From an optimization exercise on the open Yosys and OpenROAD flow, aimed at small area, a short achievable clock period and few clock cycles per item; shortcuts taken in it are not production practice. The RTL was checked by simulation tests, not by an equivalence proof against the original design. Power and IR drop assume default switching activity.

<file path="config.mk">
export PLATFORM = sky130hd
export DESIGN_NAME = mont_mul
export DESIGN_NICKNAME = mont_mul
export VERILOG_FILES = /design/flow/design.v
export SDC_FILE = /design/flow/constraint.sdc
export NUM_CORES = 4
export LEC_CHECK = 0
export CAP_MARGIN = 20
export CORE_MARGIN = 2
export CORE_UTILIZATION = 30
export SLEW_MARGIN = 20
</file>
<file path="constraint.sdc">
create_clock -name core_clock -period 9.0 [get_ports {clk}]
set_input_delay 1.8000 -clock core_clock [delete_from_list [all_inputs] [get_ports {clk}]]
set_output_delay 1.8000 -clock core_clock [all_outputs]
set_load 0.01 [all_outputs]
</file>
<file path="design.v">
module mont_mul (
    input  wire         clk,
    input  wire         rst,
    input  wire         start,
    input  wire [1:0]   op,
    input  wire [259:0] a,
    input  wire [259:0] b,
    output wire         ready,
    output reg          done,
    output reg  [259:0] result
);
    localparam [259:0] L  = 260'h1000000000000000000000000000000014def9dea2f79cd65812631a5cf5d3ed;
    localparam [259:0] RR = 260'h9411b7c309a3dceec73d217f5be65cb687604d63c715bea69f9d265e952d13b;
    localparam [1:0] OP_MMUL = 2'd0, OP_MUL = 2'd1, OP_TOMONT = 2'd2, OP_FROMMONT = 2'd3;
    localparam [1:0] S_IDLE = 2'd0, S_RUN = 2'd1, S_FINAL = 2'd2;
    reg [1:0]   state;
    reg         second;      
    reg [1:0]   op_r;
    reg [8:0]   cnt;         
    reg [259:0] x_r;         
    reg [259:0] y_r;         
    reg [260:0] s;           
    assign ready = (state == S_IDLE);
    wire [261:0] t      = {1'b0, s} + (x_r[0] ? {2'b00, y_r} : 262'd0);
    wire [261:0] tq     = t + (t[0] ? {2'b00, L} : 262'd0);
    wire [260:0] s_next = tq[261:1];
    wire [261:0] u_minus_l = {1'b0, s} - {2'b00, L};
    wire         u_ge_l    = ~u_minus_l[261];
    wire [259:0] red       = u_ge_l ? u_minus_l[259:0] : s[259:0];
    always @(posedge clk) begin
        if (rst) begin
            state  <= S_IDLE;
            done   <= 1'b0;
            second <= 1'b0;
            cnt    <= 9'd0;
        end else begin
            done <= 1'b0;
            case (state)
                S_IDLE: begin
                    if (start) begin
                        op_r   <= op;
                        second <= 1'b0;
                        x_r    <= a;
                        case (op)
                            OP_TOMONT:   y_r <= RR;
                            OP_FROMMONT: y_r <= 260'd1;
                            default:     y_r <= b;
                        endcase
                        s      <= 261'd0;
                        cnt    <= 9'd0;
                        state  <= S_RUN;
                    end
                end
                S_RUN: begin
                    s   <= s_next;
                    x_r <= x_r >> 1;
                    cnt <= cnt + 9'd1;
                    if (cnt == 9'd259)
                        state <= S_FINAL;
                end
                S_FINAL: begin
                    if (op_r == OP_MUL && !second) begin
                        second <= 1'b1;
                        x_r    <= red;
                        y_r    <= RR;
                        s      <= 261'd0;
                        cnt    <= 9'd0;
                        state  <= S_RUN;
                    end else begin
                        result <= red;
                        done   <= 1'b1;
                        state  <= S_IDLE;
                    end
                end
                default: state <= S_IDLE;
            endcase
        end
    end
endmodule
</file>
<file path="run.sh">
#!/bin/bash
# synth_recipe.tcl (not shown) runs the flow's synth.tcl, then flattens the netlist and writes it again
# the make line also repeats each setting of config.mk as NAME=value (left out here)
make -C /OpenROAD-flow-scripts/flow DESIGN_CONFIG=/design/flow/config.mk WORK_HOME=/design/flow/orfs CLKGATE_MAP_FILE= SYNTH_SCRIPT=/design/flow/synth_recipe.tcl finish
</file>
==> impl_metrics.env <==
export IMPL_cpMostUsedCell="buf_4"
export IMPL_layout_cells_non_filler=14400
export IMPL_worstMarginPinSlew_ns=1.31
export IMPL_critPathCaptureType="register"
export IMPL_synth_seq_area_share_pct=38.3
export IMPL_clk_pin_slew_ns=0.06
export IMPL_rsz0062_at_grt="no"
export IMPL_p_leak_nw=37.5
export IMPL_ios=787
export IMPL_firstDrtPassIters=6
export IMPL_die_w_um=528
export IMPL_peakVddDrop_mv=0.117
export IMPL_gp_congestion=1.07
export IMPL_period_share_pct=95.2
export IMPL_cts_setup_buffers=0
export IMPL_critPathRequiredTime_ns=9.49
export IMPL_yosys_top_cells_area="edfxtp_1, ha_1, nor2_1"
export IMPL_ys_ff_latch=1056
export IMPL_hold_viol=0
export IMPL_synthDistinctLibCells=115
export IMPL_timing_rr_end="s[236]"
export IMPL_htreeDepth=4
export IMPL_hp_start="cnt[1]"
export IMPL_cts_resized=0
export IMPL_cts_sinks=1056
export IMPL_cts_buffer_depth=4
export IMPL_hp_class="reg -> reg"
export IMPL_dp_cells=14100
export IMPL_finalClockSkew_ns=0.0792
export IMPL_fp_dieH_um=528
export IMPL_dr_total_vias=87900
export IMPL_arrival_ns=9.06
export IMPL_wl_per_cell_um=33.9
export IMPL_multiInputGateArea_sq_um=48100
export IMPL_wl_um=488000
export IMPL_cts_tree="done"
export IMPL_maxCapViolations=0
export IMPL_r2r_start="x_r[0]"
export IMPL_portBuffers=786
export IMPL_num_rows=192
export IMPL_grt_first_pass_wirelength_um=657000
export IMPL_grt_overflow=0
export IMPL_grt_pass1_vias=81200
export IMPL_power_density_nw_per_um2=204
export IMPL_viasPerCell=6.11
export IMPL_crit_fanout=72
export IMPL_hold_path_depth=2
export IMPL_drive_above_1_share_pct=10.4
export IMPL_initial_utilization_pct=30.2
export IMPL_cts_root_buf="clkbuf_16"
export IMPL_tns_ns=0
export IMPL_grt_max_degree=189
export IMPL_seq_area_sq_um=31600
export IMPL_syn_inst=9461
export IMPL_area_delta_synth_final_pct=25.4
export IMPL_clock_latency_ns=0.84
export IMPL_power_total_mw=21.1
export IMPL_antenna_found_initial=73
export IMPL_reg2reg_depth=29
export IMPL_antenna_left=0
export IMPL_die_area_sq_um=279000
export IMPL_track_usage_pct=33.4
export IMPL_setup_viol=0
export IMPL_synth_top_cell_by_area="edfxtp_1"
export IMPL_drt_iter0_drc=12400
export IMPL_fillers=27900
export IMPL_start_kind="register"
export IMPL_drc=0
export IMPL_fin_crit_ns=8.57
export IMPL_slew_headroom_pct=11.8
export IMPL_cts_hold_buf=0
export IMPL_slew_viol_final=0
export IMPL_worst_path_max_delay_cell="or4_1"
export IMPL_cts_buffers_inserted=139
export IMPL_synth_flop_cell="edfxtp_1"
export IMPL_synth_nets=10300
export IMPL_rrSetupSlack_ns=0.43
export IMPL_avgSynthCellArea_sq_um=8.71
export IMPL_fin_nets=11500
export IMPL_dp_hpwl_um=409000
export IMPL_yosys_area_top_type_share_pct=38.0
export IMPL_yosys_warnings=1
export IMPL_syn_area_sq_um=82400
export IMPL_synth_edf_count=1043
export IMPL_hold_end="cnt[1]"
export IMPL_setup_worst_path_class="reg -> reg"
export IMPL_async_flop_share_pct=0
export IMPL_coreArea_sq_um=273000
export IMPL_cpPeakStageDelay_ns=0.63
export IMPL_status="timing/DRC/antenna clean"
export IMPL_max_freq_mhz=117
[synth_stat cells (18+ instances only)]
| master | instances |
|---|---|
| o31a_1 | 20 |
| a21boi_0 | 40 |
| and2_1 | 475 |
| edfxtp_1 | 1043 |
| ha_1 | 339 |
| nand3b_1 | 26 |
| nor2_1 | 1043 |
| nor4b_1 | 21 |
| clkbuf_1 | 408 |
| a31o_2 | 19 |
| o21ai_1 | 31 |
| xor2_1 | 304 |
| inv_1 | 285 |
| nand3_1 | 266 |
| nor2b_1 | 101 |
| o21ai_0 | 587 |
| nor4_1 | 142 |
| or4_1 | 77 |
| nand2_1 | 748 |
| and3_1 | 172 |
| a221o_1 | 148 |
| and4_1 | 83 |
| a21o_1 | 141 |
| nand4_1 | 276 |
| o21bai_1 | 65 |
| nor3_1 | 269 |
| o311ai_0 | 18 |
| a211oi_1 | 55 |
| a21oi_1 | 776 |
| buf_2 | 45 |
| o31ai_1 | 53 |
| or2_2 | 55 |
| xnor2_1 | 390 |
| nor3b_1 | 30 |
| a22oi_1 | 115 |
| o21a_1 | 67 |
| o211ai_1 | 65 |
| a31oi_1 | 84 |
| nand4b_1 | 30 |
| or3_1 | 114 |
| a221oi_1 | 40 |
| nand2b_1 | 60 |
[per-layer routing]
metal  share of wire [%]  global-route usage [%]
met4                 3.9                    11.0
met3                  13                    10.0
met1                  46                    50.9
met5               0.040                       0
met2                  37                    43.6
[per-stage QoR]
step	area, sq um	util [%]	setup slack, ns	hold slack [ns]
after floorplan	82500	-	-1.32	0.449
after global placement	99000	36.2	0.359	0.464
after detailed placement	99000	36.2	0.360	0.492
after CTS	103000	37.8	0.285	0.500
after global routing	103000	37.8	0.0757	0.513
final	103000	37.8	0.431	0.502
[cell families (layout without fill, tap and decap cells)]
group,Yosys count,in the layout,synth area share [%]
other cells,0,27,0
mux,26,26,0.329
simple gates,4048,4048,25.3
fa+ha+maj,340,340,5.17
buf+inv,756,2065,3.52
flops,1056,1056,38.3
compound gates,2540,2540,19.9
xor+xnor,695,695,7.39
[critical path, delay by kind of cell (launching register included)]
kind	cells	cell delay, ns
xor gates and xnor gates	2	0.60
AOI/OAI and AO/OA	8	2.33
and+or+nand+nor	11	3.22
buffers and inverters	6	1.03
DFF	1	0.45
adders and majority gates	2	0.55
[layout make-up]
cell class                 instances  area share, %
multi-input combinational       7649           46.6
clock buffer                     170           3.56
timing repair buffer            1544           13.3
clock inverter                    65          0.564
antenna                           27         0.0654
sequential                      1056           30.5
inverter                         286           1.05
tap                             3589           4.34
[layout by cell type (no fill, tap or decap), types with 52 or more instances in the layout]
cell type / count
ha_1: 335
a221o_1: 148
nand3_1: 266
nor4_1: 140
clkbuf_16: 143
a211oi_1: 53
or3_1: 113
o211ai_1: 65
o21ai_0: 580
nor2b_1: 99
o31ai_1: 52
xnor2_1: 388
or2_2: 55
o21bai_1: 65
clkdlybuf4s50_1: 785
or4_1: 77
edfxtp_1: 1043
o21a_1: 66
nor3_1: 269
nand4_1: 276
and4_1: 83
and3_1: 172
nand2_1: 748
inv_1: 284
a31oi_1: 84
xor2_1: 304
a21o_1: 141
and2_1: 474
a21oi_1: 774
nand2b_1: 60
buf_4: 742
a22oi_1: 115
nor2_1: 1040
[power breakdown]
part | switching, mW | leakage [nW] | internal [mW]
combinational | 5.90 | 25.4 | 3.05
clock | 2.30 | 2.07 | 3.16
sequential | 0.695 | 9.96 | 5.97
total | 8.89 | 37.5 | 12.2
[state kept, by name, summed over array words and instances, names as in the netlist]
register  cells
cnt           9
done          1
op_r          2
result      260
s           261
second        1
state         2
x_r         260
y_r         260
[worst max path at each step]
stage	cells after the start	slack, ns	to	from
final	29	0.43	s[236]	x_r[0]
after floorplan	3	-1.32	s[0]	start
after detailed placement	29	0.36	s[236]	x_r[0]
after global routing	28	0.08	s[236]	x_r[0]
after CTS	29	0.28	s[236]	x_r[0]
after global placement	25	0.36	s[236]	s[67]
Testbench counts, summed over its fixed seeds: cycles 146,283, items 384.

re-timing with driven ports:
No port has a modelled driver above. Below, the same layout with a new extraction and two added sets of constraints.
Step 1 sets driving cells, clkbuf_16 on the clock port and buf_2 on the other inputs (assumed; they add their load-dependent delay and slew).
Step 2 also shifts input and output timing later by t, the mid clock arrival at the registers, as if the neighbouring blocks saw the same clock.
Slacks: ideal ports / drivers / drivers and shift; pairs: ideal ports / drivers.
shift t [ns]: 0.901
setup slack, ns: 0.431 / 0.431 / 0.431
worst slew at a driven data input, ns: 0.17
After both steps this run still meets setup and hold. For this run, drivers alone change the setup slack by 0.000 ns; drivers and shift together by 0.000 ns.
